Background: an optimization exercise with open tools, aiming at a short achievable clock period and few clock cycles. Do not read the settings as production practice.
Function was checked by simulation only, so behaviour that the tests miss may differ from the original.
Power is estimated from default activity; no workload was simulated.

==> flow/design.v <==
module dlt645_scan (
    input  wire [15:0] cls,
    input  wire [7:0]  r,           
    input  wire        strict,
    input  wire [2:0]  nb,
    input  wire [3:0]  lv,          
    input  wire [3:0]  fe, s68, e16, z, one, two, thr, eq,
    input  wire [15:0] dsm,         
    input  wire [31:0] dv,          
    output reg  [3:0]  s1err,       
    output reg  [3:0]  restart,     
    output reg  [3:0]  okv,         
    output reg  [11:0] cause,
    output reg  [3:0]  dl,          
    output reg  [3:0]  ld,          
    output reg  [3:0]  alive,
    output reg  [3:0]  after_s,
    output reg  [4:0]  rC, rL, rCS,
    output reg         has_s,
    output reg  [1:0]  s_l,
    output reg  [3:0]  nrs,         
    output reg  [7:0]  sm,          
    output reg  [1:0]  pv,          
    output reg         any_rs,
    output reg  [15:0] ncls,
    output reg  [7:0]  nr
);
    integer j, o, k, i;
    reg [4:0] rA, rS2, rD, rE;
    reg [3:0] fend, fendm;
    reg [4:0] alive5;
    reg [3:0] pscan, s1c;
    reg       Lz, L1, L2, L3;
    reg       cont;
    reg [1:0] lr;
    always @(*) begin
        rA = 5'd0; rS2 = 5'd0; rC = 5'd0; rL = 5'd0; rD = 5'd0; rCS = 5'd0; rE = 5'd0;
        for (o = 1; o <= 9; o = o + 1) begin
            for (j = 0; j < 5; j = j + 1) begin
                if (o + j <= 6) rA[j]  = rA[j]  | cls[o];
                if (o + j == 7) rS2[j] = rS2[j] | cls[o];
                if (o + j == 8) rC[j]  = rC[j]  | cls[o];
                if (o + j == 9) rL[j]  = rL[j]  | cls[o];
                if (o + j >= 10) begin
                    Lz = z[(9-o)%4]; L1 = one[(9-o)%4]; L2 = two[(9-o)%4]; L3 = thr[(9-o)%4];
                    case (o + j - 10)
                        0: begin rD[j] = rD[j] | (cls[o] & !Lz);
                                 rCS[j] = rCS[j] | (cls[o] & Lz); end
                        1: begin rD[j] = rD[j] | (cls[o] & !(Lz | L1));
                                 rCS[j] = rCS[j] | (cls[o] & L1);
                                 rE[j]  = rE[j]  | (cls[o] & Lz); end
                        2: begin rD[j] = rD[j] | (cls[o] & !(Lz | L1 | L2));
                                 rCS[j] = rCS[j] | (cls[o] & L2);
                                 rE[j]  = rE[j]  | (cls[o] & L1); end
                        default: begin rD[j] = rD[j] | (cls[o] & !(Lz | L1 | L2 | L3));
                                 rCS[j] = rCS[j] | (cls[o] & L3);
                                 rE[j]  = rE[j]  | (cls[o] & L2); end
                    endcase
                end
            end
        end
        for (k = 0; k < 4; k = k + 1) begin
            for (j = 0; j < 5; j = j + 1) begin
                if (j < k)      rD[j]  = rD[j]  | cls[10+k];
                if (j == k)     rCS[j] = rCS[j] | cls[10+k];
                if (j == k + 1) rE[j]  = rE[j]  | cls[10+k];
            end
        end
        rD[3:0] = rD[3:0] | {4{cls[14]}};
        rD[4]   = rD[4]  | (cls[14] & (r != 8'd4));
        rCS[4]  = rCS[4] | (cls[14] & (r == 8'd4));
        rE[0]   = rE[0]  | cls[15];
        for (j = 0; j < 4; j = j + 1)
            fend[j] = lv[j] & ((rS2[j] & !s68[j]) | (rCS[j] & strict & !eq[j]) | rE[j]);
        alive5[0] = !cls[0];
        for (j = 0; j < 4; j = j + 1)
            alive5[j+1] = alive5[j] & !fend[j];
        alive = alive5[3:0];
        for (j = 0; j < 4; j = j + 1) begin
            fendm[j] = alive[j] & fend[j];
            pscan[j] = !alive[j];
            s1c[j]   = lv[j] & pscan[j] & s68[j];
        end
        after_s[0] = 1'b0;
        for (j = 1; j < 4; j = j + 1)
            after_s[j] = after_s[j-1] | s1c[j-1];
        has_s = |s1c;
        s_l = s1c[0] ? 2'd0 : s1c[1] ? 2'd1 : s1c[2] ? 2'd2 : 2'd3;
        for (j = 0; j < 4; j = j + 1) begin
            s1err[j]   = lv[j] & pscan[j] & !after_s[j] & !s68[j] & !fe[j];
            restart[j] = fendm[j] | s1err[j];
        end
        any_rs = |restart;
        for (j = 0; j < 4; j = j + 1) begin
            nrs[j] = 1'b1;
            lr = 2'd0;
            for (i = 0; i < j; i = i + 1)
                if (restart[i]) begin
                    nrs[j] = 1'b0;
                    lr = i;
                end
            sm[2*j +: 2] = j - 1 - lr;
        end
        lr = restart[3] ? 2'd3 : restart[2] ? 2'd2 : restart[1] ? 2'd1 : 2'd0;
        pv = nb[1:0] - 2'd1 - lr;
        for (j = 0; j < 4; j = j + 1) begin
            okv[j] = fendm[j] & rE[j] & (!strict | e16[j]);
            if (s1err[j])      cause[3*j +: 3] = 3'd1;
            else if (rS2[j])   cause[3*j +: 3] = 3'd2;
            else if (rCS[j])   cause[3*j +: 3] = 3'd4;
            else if (okv[j])   cause[3*j +: 3] = 3'd0;
            else               cause[3*j +: 3] = 3'd5;
            dl[j] = alive[j] & lv[j] & rD[j];
            ld[j] = dl[j] & rCS[j+1];
        end
        cont = alive5[4];
        ncls = 16'd0;
        nr   = 8'd0;
        if (has_s) begin
            for (j = 1; j <= 4; j = j + 1)
                ncls[j] = (nb == j + s_l);
        end else if (!cont) begin
            ncls[0] = 1'b1;
        end else begin
            for (o = 1; o <= 5; o = o + 1)
                for (j = 1; j <= 4; j = j + 1)
                    if (o + j <= 9)
                        ncls[o + j] = ncls[o + j] | (cls[o] & (nb == j));
            for (o = 6; o <= 9; o = o + 1) begin
                if (cls[o]) begin
                    if (o + nb <= 9) begin
                        for (j = 1; j <= 3; j = j + 1)
                            if (o + j <= 9)
                                ncls[o + j] = ncls[o + j] | (nb == j);
                    end else if (rE[nb]) begin
                        ncls[15] = 1'b1;
                    end else begin
                        nr = dv[8*((9-o)%4) +: 8];
                        for (k = 0; k < 4; k = k + 1)
                            ncls[10 + k] = dsm[4*((9-o)%4) + k];
                        ncls[14] = !(|dsm[4*((9-o)%4) +: 4]);
                    end
                end
            end
            for (k = 0; k < 4; k = k + 1) begin
                if (cls[10+k]) begin
                    if (rE[nb]) ncls[15] = 1'b1;
                    else
                        for (j = 0; j <= k; j = j + 1)
                            ncls[10 + k - j] = ncls[10 + k - j] | (nb == j);
                end
            end
            if (cls[15]) ncls[15] = 1'b1;
        end
    end
endmodule
module dlt645_rx (
    input  wire        clk,
    input  wire        rst,           
    input  wire        strict,        
    input  wire        in_valid,
    output wire        in_ready,
    input  wire [31:0] in_data,
    input  wire [2:0]  in_nbytes,     
    output reg         out_valid,
    input  wire        out_ready,
    output reg         out_is_result,
    output wire [31:0] out_data,
    output wire [2:0]  out_nbytes,
    output reg         out_ok,
    output wire [2:0]  out_cause,
    output wire [15:0] out_count,
    output reg  [15:0] out_pre,
    output reg  [47:0] out_addr,
    output reg  [7:0]  out_ctrl,
    output reg  [7:0]  out_len,
    output reg  [7:0]  out_cs,
    output reg  [7:0]  out_end
);
    localparam [7:0] PRE_BYTE   = 8'hFE;
    localparam [7:0] START_BYTE = 8'h68;
    localparam [7:0] END_BYTE   = 8'h16;
    genvar g;
    function [7:0] add8;
        input [7:0] a, b;
        input       ci;
        reg   [7:0] gg, pp, G, P, Gn, Pn;
        integer d, n;
        begin
            gg = a & b;
            pp = a ^ b;
            G = gg; P = pp;
            G[0] = gg[0] | (pp[0] & ci);
            for (d = 1; d < 8; d = d * 2) begin
                Gn = G; Pn = P;
                for (n = d; n < 8; n = n + 1) begin
                    Gn[n] = G[n] | (P[n] & G[n-d]);
                    Pn[n] = P[n] & P[n-d];
                end
                G = Gn; P = Pn;
            end
            add8 = pp ^ {G[6:0], ci};
        end
    endfunction
    function [15:0] inc16;
        input [15:0] a;
        input [2:0]  k;
        reg   [2:0]  lo;
        reg          c;
        integer n;
        begin
            lo = {1'b0, a[1:0]} + {1'b0, k[1:0]};
            c  = lo[2] | k[2];
            inc16[1:0] = lo[1:0];
            for (n = 2; n < 16; n = n + 1)
                inc16[n] = a[n] ^ (c & (&(a | ~(((16'd1 << n) - 16'd1) & 16'hFFFC))));
        end
    endfunction
    function [3:0] enc16;
        input [15:0] a;
        integer n;
        begin
            enc16 = 4'd0;
            for (n = 0; n < 16; n = n + 1)
                enc16 = enc16 | ({4{a[n]}} & n);
        end
    endfunction
    function [7:0] dec8;
        input [7:0] a;
        input [2:0] k;
        reg   [2:0] lo;
        reg         bw;
        integer n;
        begin
            lo = {1'b0, a[1:0]} - {1'b0, k[1:0]};
            bw = lo[2] | k[2];
            dec8[1:0] = lo[1:0];
            for (n = 2; n < 8; n = n + 1)
                dec8[n] = a[n] ^ (bw & !(|(a & (((8'd1 << n) - 8'd1) & 8'hFC))));
        end
    endfunction
    reg adv;
    reg        s0_v;
    reg [31:0] s0_d;
    reg [2:0]  s0_n;
    reg [3:0]  s0_lv;
    reg [4:0]  s0_nbh;
    reg [2:0]  s0_dk [0:3];    
    integer j0;
    always @(posedge clk) begin
        if (rst) begin
            s0_v <= 1'b0;
        end else if (adv) begin
            s0_v <= in_valid;
            s0_d <= in_data;
            s0_n <= in_nbytes;
            for (j0 = 0; j0 < 4; j0 = j0 + 1) begin
                s0_lv[j0] <= (j0 < in_nbytes);
                s0_dk[j0] <= in_nbytes - 3'd1 - j0;
            end
            for (j0 = 0; j0 < 5; j0 = j0 + 1)
                s0_nbh[j0] <= (in_nbytes == j0);
        end
    end
    reg [7:0] b0 [0:3];
    reg [3:0] v0;
    reg [7:0] m0 [0:3];
    integer j1;
    always @(*) begin
        for (j1 = 0; j1 < 4; j1 = j1 + 1) begin
            b0[j1] = s0_d[8*j1 +: 8];
            v0[j1] = s0_lv[j1];
            m0[j1] = v0[j1] ? b0[j1] : 8'd0;
        end
    end
    reg        s1_v;
    reg [2:0]  s1_n;
    reg [4:0]  s1_nbh;
    reg [31:0] s1_d;
    reg [3:0]  s1_lv;
    reg [2:0]  s1_dk [0:3];
    reg [7:0]  s1_s01, s1_t23, s1_q0, s1_q1, s1_u01, s1_u23;
    integer j2;
    always @(posedge clk) begin
        if (rst) begin
            s1_v <= 1'b0;
        end else if (adv) begin
            s1_v  <= s0_v;
            s1_n  <= s0_n;
            s1_nbh <= s0_nbh;
            s1_d  <= s0_d;
            s1_lv <= v0;
            for (j2 = 0; j2 < 4; j2 = j2 + 1) begin
                s1_dk[j2] <= s0_dk[j2];
            end
            s1_s01 <= add8(b0[0], b0[1], 1'b0);
            s1_t23 <= add8(b0[2], ~b0[3], 1'b1);
            s1_q0  <= add8(8'd0, ~b0[0], 1'b1);
            s1_q1  <= add8(b0[0], ~b0[1], 1'b1);
            s1_u01 <= add8(m0[0], m0[1], 1'b0);
            s1_u23 <= add8(m0[2], m0[3], 1'b0);
        end
    end
    reg        s2_v;
    reg [2:0]  s2_n;
    reg [4:0]  s2_nbh;
    reg [31:0] s2_d;
    reg [3:0]  s2_lv;
    reg [2:0]  s2_dk [0:3];
    reg [31:0] s2_q;           
    reg [31:0] s2_ps;          
    reg [7:0]  s2_tot;
    integer j3, k3;
    always @(posedge clk) begin
        if (rst) begin
            s2_v <= 1'b0;
        end else if (adv) begin
            s2_v   <= s1_v;
            s2_n   <= s1_n;
            s2_nbh <= s1_nbh;
            s2_d   <= s1_d;
            s2_lv  <= s1_lv;
            for (j3 = 0; j3 < 4; j3 = j3 + 1)
                s2_dk[j3] <= s1_dk[j3];
            s2_q[7:0]   <= s1_q0;
            s2_q[15:8]  <= s1_q1;
            s2_q[23:16] <= add8(s1_s01, ~s1_d[23:16], 1'b1);
            s2_q[31:24] <= add8(s1_s01, s1_t23, 1'b0);
            s2_ps[7:0]  <= 8'd0;
            s2_ps[15:8] <= s1_d[7:0];
            s2_ps[23:16] <= s1_s01;
            s2_ps[31:24] <= add8(s1_s01, s1_d[23:16], 1'b0);
            s2_tot <= add8(s1_u01, s1_u23, 1'b0);
        end
    end
    reg  [7:0] psum;           
    reg        s3_v;
    reg [2:0]  s3_n;
    reg [4:0]  s3_nbh;
    reg [31:0] s3_d;
    reg [3:0]  s3_lv;
    reg [31:0] s3_dv;
    reg [31:0] s3_x;           
    reg [31:0] s3_p;           
    integer j4;
    always @(posedge clk) begin
        if (rst) begin
            s3_v <= 1'b0;
            psum <= 8'd0;
        end else if (adv) begin
            s3_v   <= s2_v;
            if (s2_v)
                psum <= add8(psum, s2_tot, 1'b0);
            s3_n   <= s2_n;
            s3_nbh <= s2_nbh;
            s3_d   <= s2_d;
            s3_lv  <= s2_lv;
            for (j4 = 0; j4 < 4; j4 = j4 + 1)
                s3_dv[8*j4 +: 8] <= dec8(s2_d[8*j4 +: 8], s2_dk[j4]);
            for (j4 = 0; j4 < 4; j4 = j4 + 1) begin
                s3_x[8*j4 +: 8] <= add8(psum, s2_q[8*j4 +: 8], 1'b0);
                s3_p[8*j4 +: 8] <= add8(psum, s2_ps[8*j4 +: 8], 1'b0);
            end
        end
    end
    reg  [7:0] base;           
    wire [7:0] base_new;       
    wire       base_upd;       
    reg  [3:0] a_eqo, a_eqn;
    reg  [7:0] a_dv [0:3];
    integer j5;
    always @(*)
        for (j5 = 0; j5 < 4; j5 = j5 + 1) begin
            a_eqo[j5] = (s3_x[8*j5 +: 8] == base);
            a_eqn[j5] = (s3_x[8*j5 +: 8] == base_new);
            a_dv[j5]  = s3_dv[8*j5 +: 8];
        end
    reg        t3_v;
    reg [2:0]  t3_n;
    reg [4:0]  t3_nbh;
    reg [31:0] t3_d;
    reg [3:0]  t3_lv;
    reg [3:0]  t3_fe, t3_s68, t3_e16, t3_z, t3_one, t3_two, t3_thr;
    reg [3:0]  t3_eqo, t3_eqn;
    reg        t3_upd;
    wire [3:0] b_eq = t3_upd ? t3_eqn : t3_eqo;
    reg [31:0] t3_dv;
    reg [15:0] t3_dsm;
    reg [31:0] t3_p;
    always @(posedge clk) begin
        if (rst) begin
            t3_v <= 1'b0;
        end else if (adv) begin
            t3_v   <= s3_v;
            t3_n   <= s3_n;
            t3_nbh <= s3_nbh;
            t3_d   <= s3_d;
            t3_lv  <= s3_lv;
            for (j5 = 0; j5 < 4; j5 = j5 + 1) begin
                t3_fe[j5]  <= (s3_d[8*j5 +: 8] == PRE_BYTE);
                t3_s68[j5] <= (s3_d[8*j5 +: 8] == START_BYTE);
                t3_e16[j5] <= (s3_d[8*j5 +: 8] == END_BYTE);
                t3_z[j5]   <= (s3_d[8*j5 +: 8] == 8'd0);
                t3_one[j5] <= (s3_d[8*j5 +: 8] == 8'd1);
                t3_two[j5] <= (s3_d[8*j5 +: 8] == 8'd2);
                t3_thr[j5] <= (s3_d[8*j5 +: 8] == 8'd3);
                t3_dv[8*j5 +: 8] <= a_dv[j5];
                t3_dsm[4*j5 +: 4] <= {a_dv[j5] == 8'd3, a_dv[j5] == 8'd2, a_dv[j5] == 8'd1, a_dv[j5] == 8'd0};
            end
            t3_eqo <= a_eqo;
            t3_eqn <= a_eqn;
            t3_upd <= base_upd;
            t3_p   <= s3_p;
        end
    end
    wire [15:0] c_ncls [0:15];
    wire [7:0]  c_nr   [0:15];
    wire        c_any  [0:15];
    wire [3:0]  c_rs   [0:15];
    wire [1:0]  c_pv   [0:15];
    wire        c_hs   [0:15];
    wire [1:0]  c_sl   [0:15];
    generate
        for (g = 0; g < 16; g = g + 1) begin : cl
            if (g != 14) begin : sc
                wire [3:0]  u_s1err, u_restart, u_okv, u_dl, u_ld, u_alive, u_after, u_nor;
                wire [11:0] u_cause;
                wire [7:0]  u_sm;
                wire [4:0]  u_rC, u_rL, u_rCS;
                dlt645_scan scan (
                    .cls(16'd1 << g), .r(8'd0), .strict(strict), .nb(t3_n), .lv(t3_lv),
                    .fe(t3_fe), .s68(t3_s68), .e16(t3_e16), .z(t3_z), .one(t3_one),
                    .two(t3_two), .thr(t3_thr), .eq(b_eq), .dsm(t3_dsm), .dv(t3_dv),
                    .s1err(u_s1err), .restart(u_restart), .okv(u_okv),
                    .cause(u_cause), .dl(u_dl), .ld(u_ld), .alive(u_alive), .after_s(u_after),
                    .rC(u_rC), .rL(u_rL), .rCS(u_rCS),
                    .has_s(c_hs[g]), .s_l(c_sl[g]), .nrs(u_nor), .sm(u_sm), .pv(c_pv[g]),
                    .any_rs(c_any[g]), .ncls(c_ncls[g]), .nr(c_nr[g]));
                assign c_rs[g] = u_restart;
            end else begin : db
                assign c_ncls[g] = 16'd0;
                assign c_nr[g]   = 8'd0;
                assign c_any[g]  = 1'b0;
                assign c_rs[g]   = 4'd0;
                assign c_pv[g]   = 2'd0;
                assign c_hs[g]   = 1'b0;
                assign c_sl[g]   = 2'd0;
            end
        end
    endgenerate
    reg        s4_v;
    reg [2:0]  s4_n;
    reg [4:0]  s4_nbh;
    reg [31:0] s4_d;
    reg [3:0]  s4_lv;
    reg [3:0]  s4_fe, s4_s68, s4_e16, s4_z, s4_one, s4_two, s4_thr, s4_eq;
    reg [31:0] s4_dv;
    reg [15:0] s4_dsm;
    reg [31:0] s4_p;
    reg [15:0] s4_ncls [0:15];
    reg [7:0]  s4_nr   [6:9];
    reg [15:0] s4_add;         
    reg [3:0]  s4_rs   [0:15]; 
    reg [15:0] s4_hs;          
    reg [1:0]  s4_sl   [0:15]; 
    reg [7:0]  s4_bv   [0:15]; 
    integer c6;
    always @(posedge clk) begin
        if (rst) begin
            s4_v <= 1'b0;
        end else if (adv) begin
            s4_v   <= t3_v;
            s4_n   <= t3_n;
            s4_nbh <= t3_nbh;
            s4_d   <= t3_d;
            s4_lv  <= t3_lv;
            s4_fe  <= t3_fe;  s4_s68 <= t3_s68; s4_e16 <= t3_e16;
            s4_z   <= t3_z;   s4_one <= t3_one; s4_two <= t3_two; s4_thr <= t3_thr;
            s4_eq  <= b_eq;
            s4_dv  <= t3_dv;
            s4_dsm <= t3_dsm;
            s4_p   <= t3_p;
            for (c6 = 0; c6 < 16; c6 = c6 + 1) begin
                s4_ncls[c6] <= c_ncls[c6];
                s4_add[c6]  <= !c_any[c6];
                s4_rs[c6]   <= c_rs[c6];
                s4_hs[c6]   <= c_hs[c6];
                s4_sl[c6]   <= c_sl[c6];
                s4_bv[c6]   <= t3_p[8*c_sl[c6] +: 8] & {8{c_hs[c6]}};
            end
            for (c6 = 6; c6 <= 9; c6 = c6 + 1)
                s4_nr[c6] <= c_nr[c6];
        end
    end
    reg [15:0] cls;
    reg [7:0]  r;
    reg [15:0] pos;
    reg [15:0] m_ncls, db_ncls;
    reg [3:0]  m_rs;
    reg [7:0]  m_nr;
    reg        m_add, m_hs;
    reg [1:0]  m_pv, m_sl;
    reg [7:0]  m_bv;
    reg [7:0]  req;            
    reg [15:0] pos_nb;         
    integer c7, j7;
    always @(*) begin
        m_ncls = 16'd0; m_rs = 4'd0; m_nr = 8'd0; m_add = 1'b0; m_pv = 2'd0; m_hs = 1'b0; m_sl = 2'd0; m_bv = 8'd0;
        for (c7 = 0; c7 < 16; c7 = c7 + 1) begin
            m_ncls = m_ncls | ({16{cls[c7]}} & s4_ncls[c7]);
            m_rs   = m_rs   | ({4{cls[c7]}}  & s4_rs[c7]);
            m_add  = m_add  | (cls[c7] & s4_add[c7]);
            m_hs   = m_hs   | (cls[c7] & s4_hs[c7]);
            m_sl   = m_sl   | ({2{cls[c7]}}  & s4_sl[c7]);
            m_bv   = m_bv   | ({8{cls[c7]}}  & s4_bv[c7]);
        end
        for (c7 = 6; c7 <= 9; c7 = c7 + 1)
            m_nr = m_nr | ({8{cls[c7]}} & s4_nr[c7]);
        m_pv = s4_n[1:0] - 2'd1 - (m_rs[3] ? 2'd3 : m_rs[2] ? 2'd2 : m_rs[1] ? 2'd1 : 2'd0);
        pos_nb = ({16{s4_nbh[1]}} & inc16(pos, 3'd1)) | ({16{s4_nbh[2]}} & inc16(pos, 3'd2))
               | ({16{s4_nbh[3]}} & inc16(pos, 3'd3)) | ({16{s4_nbh[4]}} & inc16(pos, 3'd4));
        for (j7 = 0; j7 < 8; j7 = j7 + 1)
            req[j7] = (r == j7);
        db_ncls = 16'd0;
        for (j7 = 0; j7 < 4; j7 = j7 + 1)
            db_ncls[10+j7] = (s4_nbh[1] & req[j7+1]) | (s4_nbh[2] & req[j7+2])
                           | (s4_nbh[3] & req[j7+3]) | (s4_nbh[4] & req[j7+4]);
        db_ncls[14] = !(|db_ncls[13:10]);
    end
    assign base_new = m_bv;
    assign base_upd = s4_v & !cls[14] & m_hs;
    reg        s5_v;
    reg [15:0] s5_cls;
    reg [7:0]  s5_r;
    reg [15:0] s5_pos;
    reg [2:0]  s5_n;
    reg [31:0] s5_d;
    reg [3:0]  s5_lv;
    reg [3:0]  s5_fe, s5_s68, s5_e16, s5_z, s5_one, s5_two, s5_thr, s5_eq;
    reg [31:0] s5_dv;
    reg [15:0] s5_dsm;
    always @(posedge clk) begin
        if (rst) begin
            s5_v <= 1'b0;
            cls  <= 16'd1;
            pos  <= 16'd0;
        end else if (adv) begin
            s5_v <= s4_v;
            if (s4_v) begin
                if (cls[14]) begin
                    cls <= db_ncls;
                    r   <= dec8(r, s4_n);
                    pos <= pos_nb;
                end else begin
                    cls <= m_ncls;
                    r   <= m_nr;
                    pos <= m_add ? pos_nb : {14'd0, m_pv};
                    if (m_hs)
                        base <= m_bv;
                end
            end
            s5_cls <= cls;
            s5_r   <= r;
            s5_pos <= pos;
            s5_n   <= s4_n;
            s5_d   <= s4_d;
            s5_lv  <= s4_lv;
            s5_fe  <= s4_fe;  s5_s68 <= s4_s68; s5_e16 <= s4_e16;
            s5_z   <= s4_z;   s5_one <= s4_one; s5_two <= s4_two; s5_thr <= s4_thr;
            s5_eq  <= s4_eq;
            s5_dv  <= s4_dv;
            s5_dsm <= s4_dsm;
        end
    end
    wire [3:0]  x_s1err, x_restart, x_okv, x_dl, x_ld, x_alive, x_after, x_nor;
    wire [11:0] x_cause;
    wire [7:0]  x_sm;
    wire [4:0]  x_rC, x_rL, x_rCS;
    wire        x_hs, x_any;
    wire [1:0]  x_sl, x_pv;
    wire [15:0] x_ncls;
    wire [7:0]  x_nr;
    dlt645_scan scan6 (
        .cls(s5_cls), .r(s5_r), .strict(strict), .nb(s5_n), .lv(s5_lv),
        .fe(s5_fe), .s68(s5_s68), .e16(s5_e16), .z(s5_z), .one(s5_one),
        .two(s5_two), .thr(s5_thr), .eq(s5_eq), .dsm(s5_dsm), .dv(s5_dv),
        .s1err(x_s1err), .restart(x_restart), .okv(x_okv),
        .cause(x_cause), .dl(x_dl), .ld(x_ld), .alive(x_alive), .after_s(x_after),
        .rC(x_rC), .rL(x_rL), .rCS(x_rCS),
        .has_s(x_hs), .s_l(x_sl), .nrs(x_nor), .sm(x_sm), .pv(x_pv),
        .any_rs(x_any), .ncls(x_ncls), .nr(x_nr));
    reg        s6_v;
    reg [15:0] s6_cls;
    reg [15:0] s6_pos;
    reg [31:0] s6_d;
    reg [3:0]  s6_lv;
    reg [3:0]  s6_restart, s6_okv, s6_dl, s6_ld, s6_nor, s6_after;
    reg [3:0]  s6_wc, s6_wl, s6_wcs;    
    reg [11:0] s6_cause;
    reg [7:0]  s6_sm;
    reg        s6_hs;
    reg [1:0]  s6_sl;
    reg [4:0]  s6_ndh;                  
    reg [1:0]  s6_ds, s6_ll;            
    reg        s6_last;
    reg        s6_hasok;                
    reg [3:0]  s6_cm [0:3];             
    reg [3:0]  s6_eb [0:3];             
    reg [1:0]  s6_cn [0:3];             
    reg [15:0] s6_posk [0:4];           
    reg        s6_pnor;                 
    reg [1:0]  s6_psm;
    integer j8, i8;
    function integer popc4;
        input integer v;
        begin
            popc4 = (v & 1) + ((v >> 1) & 1) + ((v >> 2) & 1) + ((v >> 3) & 1);
        end
    endfunction
    function [3:0] ebm;
        input integer v, j;
        integer i;
        begin
            ebm = 4'd0;
            for (i = 0; i < 4; i = i + 1)
                if (i < j && ((v >> i) & 1))
                    ebm = ebm | (4'd1 << ((4 - popc4(v & ((2 << i) - 1))) % 4));
        end
    endfunction
    always @(posedge clk) begin
        if (rst) begin
            s6_v <= 1'b0;
            s6_hasok <= 1'b0;
        end else if (adv) begin
            s6_v       <= s5_v;
            s6_cls     <= s5_cls;
            s6_pos     <= s5_pos;
            s6_d       <= s5_d;
            s6_lv      <= s5_lv;
            s6_restart <= x_restart;
            s6_okv     <= x_okv;
            s6_dl      <= x_dl;
            s6_ld      <= x_ld;
            s6_nor     <= x_nor;
            s6_after   <= x_after;
            s6_wc      <= x_alive & s5_lv & x_rC[3:0];
            s6_wl      <= x_alive & s5_lv & x_rL[3:0];
            s6_wcs     <= x_alive & s5_lv & x_rCS[3:0];
            s6_cause   <= x_cause;
            s6_sm      <= x_sm;
            s6_hs      <= x_hs;
            s6_sl      <= x_sl;
            for (j8 = 0; j8 < 5; j8 = j8 + 1)
                s6_posk[j8] <= inc16(s5_pos, j8);
            s6_ndh  <= 5'd0;
            s6_ds   <= 2'd0;
            for (j8 = 0; j8 < 16; j8 = j8 + 1)
                if (x_dl == j8) begin
                    s6_ndh  <= 5'd1 << (((j8 >> 0) & 1) + ((j8 >> 1) & 1) + ((j8 >> 2) & 1) + ((j8 >> 3) & 1));
                    s6_ds   <= (j8 & 1) ? 0 : (j8 & 2) ? 1 : (j8 & 4) ? 2 : 3;
                end
            for (j8 = 0; j8 < 4; j8 = j8 + 1) begin
                s6_cm[j8] <= 4'd0;
                s6_eb[j8] <= 4'd0;
                s6_cn[j8] <= 2'd0;
            end
            for (i8 = 0; i8 < 16; i8 = i8 + 1)
                if (x_dl == i8)
                    for (j8 = 0; j8 < 4; j8 = j8 + 1) begin
                        s6_cn[j8] <= popc4(i8 & ((2 << j8) - 1));
                        if ((i8 >> j8) & 1)
                            s6_cm[j8] <= 4'd1 << ((4 - popc4(i8 & ((2 << j8) - 1))) % 4);
                        s6_eb[j8] <= ebm(i8, j8);
                    end
            s6_last <= |x_ld;
            s6_ll   <= x_ld[0] ? 2'd0 : x_ld[1] ? 2'd1 : x_ld[2] ? 2'd2 : 2'd3;
            s6_pnor    <= x_nor[x_sl];
            s6_hasok   <= s5_v & (|x_okv);
            s6_psm     <= x_sm[2*x_sl +: 2];
        end
    end
    reg [15:0] pre_r;
    reg [7:0]  addr_r [0:5];
    reg [7:0]  ctrl_r, len_r, cs_r;
    reg [7:0]  b7 [0:3];
    reg [15:0] cnt [0:3];
    reg [15:0] posk [0:4];
    reg [15:0] pre_n;
    reg [7:0]  f_ctrl, f_len, f_cs, f_end;
    reg [5:0]  a_we [0:3];
    integer i9, j9;
    always @(*) begin
        for (j9 = 0; j9 < 4; j9 = j9 + 1)
            b7[j9] = s6_d[8*j9 +: 8];
        for (j9 = 0; j9 < 5; j9 = j9 + 1)
            posk[j9] = s6_posk[j9];
        for (j9 = 0; j9 < 4; j9 = j9 + 1)
            cnt[j9] = s6_nor[j9] ? (s6_okv[j9] ? posk[j9+1] : posk[j9]) : {14'd0, s6_sm[2*j9 +: 2]};
        pre_n = s6_pnor ? posk[s6_sl] : {14'd0, s6_psm};
        f_ctrl = ctrl_r; f_len = len_r; f_cs = cs_r; f_end = b7[0];
        for (j9 = 0; j9 < 4; j9 = j9 + 1) begin
            if (s6_wc[j9])  f_ctrl = b7[j9];
            if (s6_wl[j9])  f_len  = b7[j9];
            if (s6_wcs[j9]) f_cs   = b7[j9];
            if (s6_okv[j9]) f_end  = b7[j9];
        end
        for (j9 = 0; j9 < 4; j9 = j9 + 1)
            for (i9 = 0; i9 < 6; i9 = i9 + 1) begin
                a_we[j9][i9] = s6_after[j9] & ({1'b0, s6_sl} + i9 + 1 == j9);
                if (i9 + 1 - j9 >= 1)
                    a_we[j9][i9] = a_we[j9][i9] | s6_cls[i9 + 1 - j9];
                a_we[j9][i9] = a_we[j9][i9] & s6_lv[j9];
            end
    end
    reg [1:0]  pc;
    reg [7:0]  pk [0:2];
    reg [1:0]  ds, ll;
    reg        last;
    reg [2:0]  total;
    reg [7:0]  W [0:6];
    reg        recA, recB, big;
    reg [1:0]  laneA;
    reg [2:0]  nA, nB;
    reg [1:0]  n_pc;
    reg [3:0]  sv, selB, pch;
    reg [2:0]  nj [0:3];
    integer i10, j10, v10;
    always @(*) begin
        ds = s6_ds;
        last = s6_last;
        ll = s6_ll;
        total = 3'd0;
        for (v10 = 0; v10 < 4; v10 = v10 + 1)
            for (i10 = 0; i10 < 5; i10 = i10 + 1)
                if (pc == v10 && s6_ndh[i10])
                    total = v10 + i10;
        for (i10 = 0; i10 < 7; i10 = i10 + 1) begin
            W[i10] = 8'd0;
            for (v10 = 0; v10 < 16; v10 = v10 + 1)
                if ({pc, ds} == v10) begin
                    if (i10 < (v10 >> 2))
                        W[i10] = pk[i10 % 3];
                    else if ((v10 & 3) + i10 - (v10 >> 2) < 4)
                        W[i10] = b7[((v10 & 3) + i10 - (v10 >> 2)) % 4];
                end
        end
        big   = total[2];
        recA  = big | last;
        laneA = ll;
        for (v10 = 0; v10 < 16; v10 = v10 + 1)
            if (big && {pc, ds} == v10)
                laneA = ((v10 & 3) + 3 - (v10 >> 2)) % 4;
        nA    = big ? 3'd4 : total;
        recB  = last & big & (total != 3'd4);
        nB    = {1'b0, total[1:0]};
        n_pc  = last ? 2'd0 : total[1:0];
        pch = 4'd1 << pc;
        for (j10 = 0; j10 < 4; j10 = j10 + 1) begin
            sv[j10]   = s6_v & (s6_restart[j10] | s6_ld[j10] | (|(s6_cm[j10] & pch)));
            selB[j10] = s6_ld[j10] & (|(s6_eb[j10] & pch));
            nj[j10]   = 3'd4;
            for (v10 = 0; v10 < 16; v10 = v10 + 1)
                if ({pc, s6_cn[j10]} == v10 && ((v10 >> 2) + (v10 & 3)) % 4 != 0)
                    nj[j10] = ((v10 >> 2) + (v10 & 3)) % 4;
        end
    end
    reg        s7_v;
    reg [3:0]  s7_sv, s7_selB;
    reg [3:0]  s7_res, s7_ok;
    reg [2:0]  s7_cause [0:3];
    reg [15:0] s7_cnt [0:3];
    reg [31:0] s7_w03;
    reg [23:0] s7_w46;
    reg [2:0]  s7_n [0:3];
    wire       fq_wr = s6_hasok;
    reg        f_wp, f_rp;     
    reg [1:0]  f_cnt;
    reg [95:0] f_q   [0:1];
    integer j11, i11;
    always @(posedge clk) begin
        if (rst) begin
            s7_v <= 1'b0;
            pc   <= 2'd0;
            f_wp <= 1'b0;
        end else if (adv) begin
            s7_v <= s6_v;
            if (s6_v) begin
                pc <= n_pc;
                if (big) begin
                    pk[0] <= W[4]; pk[1] <= W[5]; pk[2] <= W[6];
                end else begin
                    pk[0] <= W[0]; pk[1] <= W[1]; pk[2] <= W[2];
                end
                if (s6_hs)
                    pre_r <= pre_n;
                for (j11 = 0; j11 < 4; j11 = j11 + 1) begin
                    for (i11 = 0; i11 < 6; i11 = i11 + 1)
                        if (a_we[j11][i11]) addr_r[i11] <= b7[j11];
                    if (s6_wc[j11])  ctrl_r <= b7[j11];
                    if (s6_wl[j11])  len_r  <= b7[j11];
                    if (s6_wcs[j11]) cs_r   <= b7[j11];
                end
            end
            s7_sv   <= sv;
            s7_selB <= selB;
            s7_w03  <= {W[3], W[2], W[1], W[0]};
            s7_w46  <= {W[6], W[5], W[4]};
            for (j11 = 0; j11 < 4; j11 = j11 + 1)
                s7_n[j11] <= nj[j11];
            for (j11 = 0; j11 < 4; j11 = j11 + 1) begin
                s7_res[j11]   <= s6_restart[j11];
                s7_ok[j11]    <= s6_okv[j11];
                s7_cause[j11] <= s6_cause[3*j11 +: 3];
                s7_cnt[j11]   <= cnt[j11];
            end
            if (fq_wr) begin
                f_q[f_wp] <= {pre_r, addr_r[5], addr_r[4], addr_r[3], addr_r[2], addr_r[1], addr_r[0],
                              f_ctrl, f_len, f_cs, f_end};
                f_wp <= !f_wp;
            end
        end
    end
    reg [1:0]  csrc [0:3];
    reg [3:0]  ccv;
    reg [2:0]  cnw;
    reg [2:0]  s7_f   [0:3];
    reg [31:0] s7_pl  [0:3];
    integer k13, v13, j13, n13;
    always @(*) begin
        for (j13 = 0; j13 < 4; j13 = j13 + 1) begin
            if (s7_res[j13]) begin
                s7_f[j13]  = s7_cause[j13];
                s7_pl[j13] = {16'd0, s7_cnt[j13]};
            end else if (s7_selB[j13]) begin
                s7_f[j13]  = s7_n[j13];
                s7_pl[j13] = {8'd0, s7_w46};
            end else begin
                s7_f[j13]  = s7_n[j13];
                s7_pl[j13] = s7_w03;
            end
        end
        for (k13 = 0; k13 < 4; k13 = k13 + 1) begin
            csrc[k13] = 2'd0;
            ccv[k13]  = 1'b0;
        end
        cnw = 3'd0;
        n13 = 0;
        for (v13 = 0; v13 < 16; v13 = v13 + 1)
            if (s7_sv == v13) begin
                n13 = 0;
                for (j13 = 0; j13 < 4; j13 = j13 + 1)
                    if ((v13 >> j13) & 1) begin
                        csrc[n13 % 4] = j13;
                        ccv[n13 % 4]  = 1'b1;
                        n13 = n13 + 1;
                    end
                cnw = n13;
            end
    end
    reg        s8_v;
    reg [3:0]  s8_cv;
    reg [2:0]  s8_nw;
    reg [3:0]  s8_res, s8_ok;
    reg [2:0]  s8_f   [0:3];
    reg [31:0] s8_pl  [0:3];
    always @(posedge clk) begin
        if (rst) begin
            s8_v <= 1'b0;
        end else if (adv) begin
            s8_v  <= s7_v;
            s8_cv <= s7_v ? ccv : 4'd0;
            s8_nw <= s7_v ? cnw : 3'd0;
            for (k13 = 0; k13 < 4; k13 = k13 + 1) begin
                s8_res[k13] <= s7_res[csrc[k13]];
                s8_ok[k13]  <= s7_ok[csrc[k13]];
                s8_f[k13]   <= s7_f[csrc[k13]];
                s8_pl[k13]  <= s7_pl[csrc[k13]];
            end
        end
    end
    localparam QD = 8;
    reg [7:0]  q_wp, q_rp;     
    reg [3:0]  q_cnt;
    reg        q_res [0:QD-1];
    reg        q_ok  [0:QD-1];
    reg [2:0]  q_f   [0:QD-1];
    reg [31:0] q_pl  [0:QD-1];
    reg        rdy;            
    reg [7:0]  wp_n, rp1;
    reg        q_wr, pop, byp;
    reg        ha_res, ha_ok, hb_res, hb_ok;
    reg [2:0]  ha_f, hb_f;
    reg [31:0] ha_pl, hb_pl;
    reg        n_res, n_ok;
    reg [2:0]  n_f;
    reg [31:0] n_pl;
    reg [3:0]  q_cnt_n;
    reg [2:0]  nwv;
    reg        adv_q, adv_q5, adv_n;
    integer a12, b12;
    reg [1:0]  f_cnt_n;
    integer j12, e12;
    always @(*) begin
        case (s8_nw)
            3'd0: wp_n = q_wp;
            3'd1: wp_n = {q_wp[6:0], q_wp[7]};
            3'd2: wp_n = {q_wp[5:0], q_wp[7:6]};
            3'd3: wp_n = {q_wp[4:0], q_wp[7:5]};
            default: wp_n = {q_wp[3:0], q_wp[7:4]};
        endcase
        rp1  = {q_rp[6:0], q_rp[7]};
        q_wr = adv & s8_v;
        pop  = out_valid & out_ready;
        byp  = q_wr & s8_cv[0] & ((q_cnt == 4'd0) | ((q_cnt == 4'd1) & pop));
        ha_res = 1'b0; ha_ok = 1'b0; ha_f = 3'd0; ha_pl = 32'd0;
        hb_res = 1'b0; hb_ok = 1'b0; hb_f = 3'd0; hb_pl = 32'd0;
        for (e12 = 0; e12 < QD; e12 = e12 + 1) begin
            ha_res = ha_res | (q_rp[e12] & q_res[e12]);
            ha_ok  = ha_ok  | (q_rp[e12] & q_ok[e12]);
            ha_f   = ha_f   | ({3{q_rp[e12]}} & q_f[e12]);
            ha_pl  = ha_pl  | ({32{q_rp[e12]}} & q_pl[e12]);
            hb_res = hb_res | (rp1[e12] & q_res[e12]);
            hb_ok  = hb_ok  | (rp1[e12] & q_ok[e12]);
            hb_f   = hb_f   | ({3{rp1[e12]}} & q_f[e12]);
            hb_pl  = hb_pl  | ({32{rp1[e12]}} & q_pl[e12]);
        end
        if (byp) begin
            n_res = s8_res[0]; n_ok = s8_ok[0]; n_f = s8_f[0]; n_pl = s8_pl[0];
        end else if (pop) begin
            n_res = hb_res; n_ok = hb_ok; n_f = hb_f; n_pl = hb_pl;
        end else begin
            n_res = ha_res; n_ok = ha_ok; n_f = ha_f; n_pl = ha_pl;
        end
        q_cnt_n = q_cnt + (q_wr ? {1'b0, s8_nw} : 4'd0) - {3'd0, pop};
        f_cnt_n = f_cnt + {1'b0, adv & fq_wr} - {1'b0, pop & out_ok};
        nwv = q_wr ? s8_nw : 3'd0;
        adv_q = 1'b0; adv_q5 = 1'b0;
        for (a12 = 0; a12 <= QD; a12 = a12 + 1)
            for (b12 = 0; b12 <= 4; b12 = b12 + 1)
                if (q_cnt == a12 && nwv == b12) begin
                    adv_q  = (a12 + b12 <= QD - 4);
                    adv_q5 = (a12 + b12 == QD - 3);
                end
        adv_n = (adv_q | (pop & adv_q5)) & (f_cnt_n <= 2'd1);
    end
    reg [31:0] out_pl;
    reg [2:0]  out_f;
    assign out_data   = out_pl;
    assign out_count  = out_pl[15:0];
    assign out_nbytes = out_f;
    assign out_cause  = out_f;
    assign in_ready   = rdy;
    always @(posedge clk) begin
        out_is_result <= n_res;
        out_ok        <= n_ok;
        out_f         <= n_f;
        out_pl        <= n_pl;
        {out_pre, out_addr[47:40], out_addr[39:32], out_addr[31:24], out_addr[23:16],
         out_addr[15:8], out_addr[7:0], out_ctrl, out_len, out_cs, out_end}
            <= (pop & out_ok) ? f_q[!f_rp] : f_q[f_rp];
        if (rst) begin
            q_wp <= 8'd1; q_rp <= 8'd1; q_cnt <= 4'd0;
            f_rp <= 1'b0; f_cnt <= 2'd0;
            out_valid <= 1'b0;
            adv <= 1'b1;
            rdy <= 1'b1;
        end else begin
            if (q_wr) begin
                for (e12 = 0; e12 < QD; e12 = e12 + 1)
                    for (j12 = 0; j12 < 4; j12 = j12 + 1)
                        if (s8_cv[j12] && q_wp[(e12 + QD - j12) % QD]) begin
                            q_res[e12] <= s8_res[j12];
                            q_ok [e12] <= s8_ok[j12];
                            q_f  [e12] <= s8_f[j12];
                            q_pl [e12] <= s8_pl[j12];
                        end
                q_wp <= wp_n;
            end
            q_cnt <= q_cnt_n;
            f_cnt <= f_cnt_n;
            adv   <= adv_n;
            rdy   <= !q_cnt_n[3] && !(q_cnt_n[2] && (q_cnt_n[1:0] != 2'd0)) && !f_cnt_n[1];
            out_valid <= (q_cnt_n != 4'd0);
            if (pop) begin
                q_rp <= rp1;
                if (out_ok)
                    f_rp <= !f_rp;
            end
        end
    end
endmodule
==> flow/run.sh <==
#!/bin/bash
# synth_recipe.tcl (not shown) runs the flow's synth.tcl, then flattens the netlist and writes it again
# the make line also repeats each setting of config.mk as NAME=value (left out here)
make -C /OpenROAD-flow-scripts/flow DESIGN_CONFIG=/design/flow/config.mk WORK_HOME=/design/flow/orfs CLKGATE_MAP_FILE= SYNTH_SCRIPT=/design/flow/synth_recipe.tcl finish
==> flow/config.mk <==
export PLATFORM = sky130hd
export DESIGN_NAME = dlt645_rx
export DESIGN_NICKNAME = dlt645_rx
export VERILOG_FILES = /design/flow/design.v
export SDC_FILE = /design/flow/constraint.sdc
export NUM_CORES = 4
export LEC_CHECK = 0
export ABC_CLOCK_PERIOD_IN_PS = 2000
export CAP_MARGIN = 20
export CORE_MARGIN = 2
export CORE_UTILIZATION = 35
export CTS_CLUSTER_DIAMETER = 100
export CTS_CLUSTER_SIZE = 20
export SETUP_SLACK_MARGIN = 1.8
export SLEW_MARGIN = 20
==> flow/constraint.sdc <==
create_clock -name core_clock -period 4.0 [get_ports {clk}]
set_input_delay 0.8000 -clock core_clock [delete_from_list [all_inputs] [get_ports {clk}]]
set_output_delay 0.8000 -clock core_clock [all_outputs]
set_load 0.01 [all_outputs]
==> run summary <==
-- synth_stat cells (all sizes together) (42+ instances only) --
library cell,count
buf,199
a31oi,42
and3,52
nand3,718
a221oi,84
and2,173
mux2i,253
o21ai,1040
a222oi,46
clkbuf,658
xor2,111
a21oi,342
ha,182
a22o,112
nor2,498
nand2b,60
nand4,104
a211oi,52
edfxtp,2104
a22oi,343
a21o,43
nand2,1188
nor2b,102
mux2,157
inv,268
nor3,155
xnor2,172
dfxtp,214
-- report_power, final --
part / switching, mW / internal [mW] / leakage, nW
Clock: 8.08 / 6.98 / 1.99
Sequential: 4.12 / 32.7 / 21.9
Combinational: 11.3 / 7.37 / 21.6
Total: 23.5 / 47.1 / 45.5
-- routing by layer --
metal  track usage (%)  vias to the layer above  share of wire, %
met3              3.68                     1121               9.5
met5                 0                        -            0.0019
li1                  -                    36500                 -
met4              9.39                        2               5.5
met2              35.1                     4990                47
met1              27.6                    39600                38
-- final cells by class --
cell class	instances	area (um2)	share of cell area, %
sequential	2318	67700	52.9
multi-input combinational	6379	41600	32.5
timing repair buffer	888	8340	6.51
tap	4160	5200	4.06
clock buffer	228	4010	3.13
inverter	271	1080	0.845
clock inverter	13	120	0.0938
antenna	2	5.00	0.00391
-- cells by family (layout without fill, tap and decap cells) --
kind of cell | after synthesis | in the layout | share of synthesized area (%)
AO/OA/AOI/OAI | 2326 | 2327 | 13.2
adder cells (fa/ha/maj) | 205 | 205 | 2.48
flip-flops | 2318 | 2318 | 61.0
other | 0 | 2 | 0
multiplexers | 411 | 411 | 3.91
buffers and inverters | 1128 | 1400 | 4.00
AND/OR/NAND/NOR | 3151 | 3153 | 13.2
XOR/XNOR | 283 | 283 | 2.25
-- worst register-to-register path, delay by kind of cell, from the launching register on --
kind                       cells  cell delay, ns
AOI/OAI and AO/OA              5            0.92
xor gates and xnor gates       1            0.13
adders and majority gates      1            0.17
DFF                            1            0.37
and+or+nand+nor                3            0.64
-- repair_timing --
| action | 4_1_cts | 5_1_grt |
|---|---|---|
| pin swaps | 97 | 167 |
| gates resized for setup | 1202 | 489 |
| endpoints found under the setup margin | 2973 | 925 |
| buffers inserted | 255 | 183 |
| cloned | 6 | 14 |
-- sequential cells by signal, summed over array words and instances (netlist names), 48 cells and up, named ones only --
register and count:
out_addr 48, s8_pl 128, s4_ncls 108, s6_posk 76, f_q 192, q_pl 256
s4_bv 80, addr_r 48, s7_cnt 64
-- path summary, 6_finish.rpt --
path,slack (ns),end,startpoint
max,1.63,pos[1]$_SDFFE_PP0P_,s4_rs[0][2]$_DFFE_PP_
min,0.32,s6_v$_SDFFE_PP0P_,rst
min reg2reg,0.40,t3_p[7]$_DFFE_PP_,s3_p[7]$_DFFE_PP_
max reg2reg,1.63,pos[1]$_SDFFE_PP0P_,s4_rs[0][2]$_DFFE_PP_
-- cell usage in the layout (no fill, tap or decap), types with 32 or more instances in the layout --
cell	netlist	layout
edfxtp_1	2104	2104
nand2_1	1187	1147
o21ai_0	1034	1000
nand3_1	716	702
buf_4	25	500
nor2_1	497	470
a22oi_1	343	331
a21oi_1	338	274
mux2i_1	253	249
inv_1	266	223
xnor2_1	171	159
clkbuf_16	0	159
ha_1	182	144
mux2_2	157	142
nor3_1	154	137
buf_6	1	136
and2_1	172	124
a22o_1	112	111
buf_2	70	111
xor2_1	111	107
nand4_1	104	104
dfxtp_1	214	95
nor2b_1	102	93
clkbuf_1	656	79
a221oi_1	83	72
dfxtp_2	0	70
buf_12	0	66
a21oi_2	3	60
nand2b_1	60	51
dfxtp_4	0	49
a222oi_1	46	46
a211oi_1	51	43
a21o_1	43	42
clkdlybuf4s50_1	0	36
and2_4	0	34
and3_1	51	32
-- through the flow --
step | util, % | instance area, um2
floorplan | - | 111000
global placement | 37.1 | 117000
detailed placement | 37.1 | 117000
CTS | 39.5 | 124000
global route | 40.7 | 128000
finish | 40.7 | 128000
==> impl_metrics.py <==
metrics = {
    "setup_path": {
        "path_cells": "a22o_1 > a221oi_2 > nand4_1 > a31oi_2 > nor3_2 > ha_2 > xnor2_1 > or4_1 > a311oi_1 > a211oi_1",
        "arrival_ns": 3.07,
        "cp.required_ns": 4.70,
        "start_kind": "register",
        "critPathSlowestCell": "or4_1",
        "crit_family": "compound AO/OA/AOI/OAI gates",
        "cp-end-kind": "register",
        "crit_path_max_fanout": 2,
        "max_stage_delay_ns": 0.41,
        "crit_type": "reg2reg",
        "r2r_cells": 10,
        "path_buf_inv": 0,
        "crit_cells": 10,
    },
    "run_status": {
        "status": "no timing/DRC/antenna violations",
    },
    "floorplan": {
        "start_util_pct": 35.1,
        "dieArea_mm2": 0.321,
        "io_pins": 194,
        "die_w_um": 566,
        "core_area_mm2": 0.315,
        "die_y_um": 566,
        "rows": 206,
    },
    "detailed_routing": {
        "via_count": 82200,
        "ant_nets": 0,
        "dr.pass1.iters": 10,
        "routedWlPerCell_um": 25.6,
        "drc": 0,
        "drt_iter0_markers": 12700,
        "wl_um": 365000,
        "viasPerCell": 5.76,
    },
    "timing": {
        "finalCriticalPeriod_ns": 2.37,
        "hold_viol_final": 0,
        "setup_viol": 0,
        "fmax_mhz": 421,
        "hold_ws_ns": 0.323,
        "tightest_slew_ns": 1.13,
        "setup_tns_ns": 0,
        "fin_crit_sh_pct": 59.3,
        "maxSlewHeadroom_pct": 24.7,
        "rsz0062_at_grt": "true",
        "skew_ns": 0.0940,
        "final.setup.worst_slack_ns": 1.63,
        "report.final.slew_viol_count": 0,
    },
    "synth": {
        "synth.distinct_cells": 101,
        "syn_area_mm2": 0.111,
        "ys_ff_latch": 2318,
        "synth_top_area_cell": "edfxtp_1",
        "syn_nets": 10100,
        "ys.flop_type": "edfxtp_1",
        "synthArstFlopShare_pct": 0,
        "netlist.area_leader.share_pct": 57.1,
        "syn_inst": 9822,
        "synth_area_leaders": "edfxtp_1 (57%), o21ai_0 (4.7%), nand2_1 (4.0%)",
        "synth_area_per_cell_um2": 11.3,
        "yosysSeqAreaShare_pct": 61.0,
        "yosys_warnings": 72,
        "synth_edf_count": 2104,
    },
    "final_layout": {
        "fill_cells": 29200,
        "fin_nets": 10200,
        "drive_gt1_share_pct": 18.2,
        "syn_to_final_growth_pct": 15.8,
        "finalNonFillerCells": 14300,
    },
    "global_routing": {
        "overflow": 0,
        "grt_pass1_vias": 76900,
        "grt_pass1_wl_um": 517000,
        "antenna_found_initial": 8,
        "grt_start_max_net_pins": 209,
        "gr-usage-all-layers_pct": 21.4,
    },
    "hold_path": {
        "min_path_cells": 2,
        "hp-class": "in2reg",
    },
    "power_and_ir_drop": {
        "p_total_mw": 70.6,
        "powerDensity_mw_per_mm2": 551,
        "p_leak_nw": 45.5,
        "vdd_drop_max_mv": 0.422,
    },
    "clock_tree": {
        "h-tree-depth": 4,
        "holdBufCountCts": 0,
        "clock_path_buffers": 4,
        "clkSlewWorstSetupHoldPaths_ns": 0.08,
        "cts_root_buffer": "clkbuf_16",
        "cts_num_sinks": 2318,
        "insertion_delay_ns": 0.88,
        "cts_tree": "done",
        "cts_made_buffers": 144,
    },
    "placement": {
        "dp.cells": 13600,
        "io_buffers": 193,
        "routabilityCongestion": 0.923,
        "place_hpwl_um": 227000,
        "post-place-ws_ns": 0.000782,
    },
    "job": {
        "cap_violations": 0,
    },
}
Testbench counts, summed over its fixed seeds: cycles 7,331.

[what the ideal ports hide]
Ports are ideal in the flow. The routed layout listed here was re-timed in OpenROAD. Step 1: set_driving_cell puts a clkbuf_16 on clk and a buf_2 on each other input, an assumption about the parent block. Step 2 moves the port delays by t, midway between the first and last clock arrival at a register: inputs arrive t later, outputs are due t later. That takes back most of the time a late clock gives input paths. a / b / c = no drivers / after step 1 / after step 2; a / b = the first two.
shift t [ns]: 0.933
slack for setup (ns): 1.627 / 1.626 / 0.902
clock arrival spread, ns: 0.094 / 0.095
After both steps this run still meets setup and hold. The setup slack of this run moves by -0.001 ns with the drivers and by -0.725 ns with both steps.
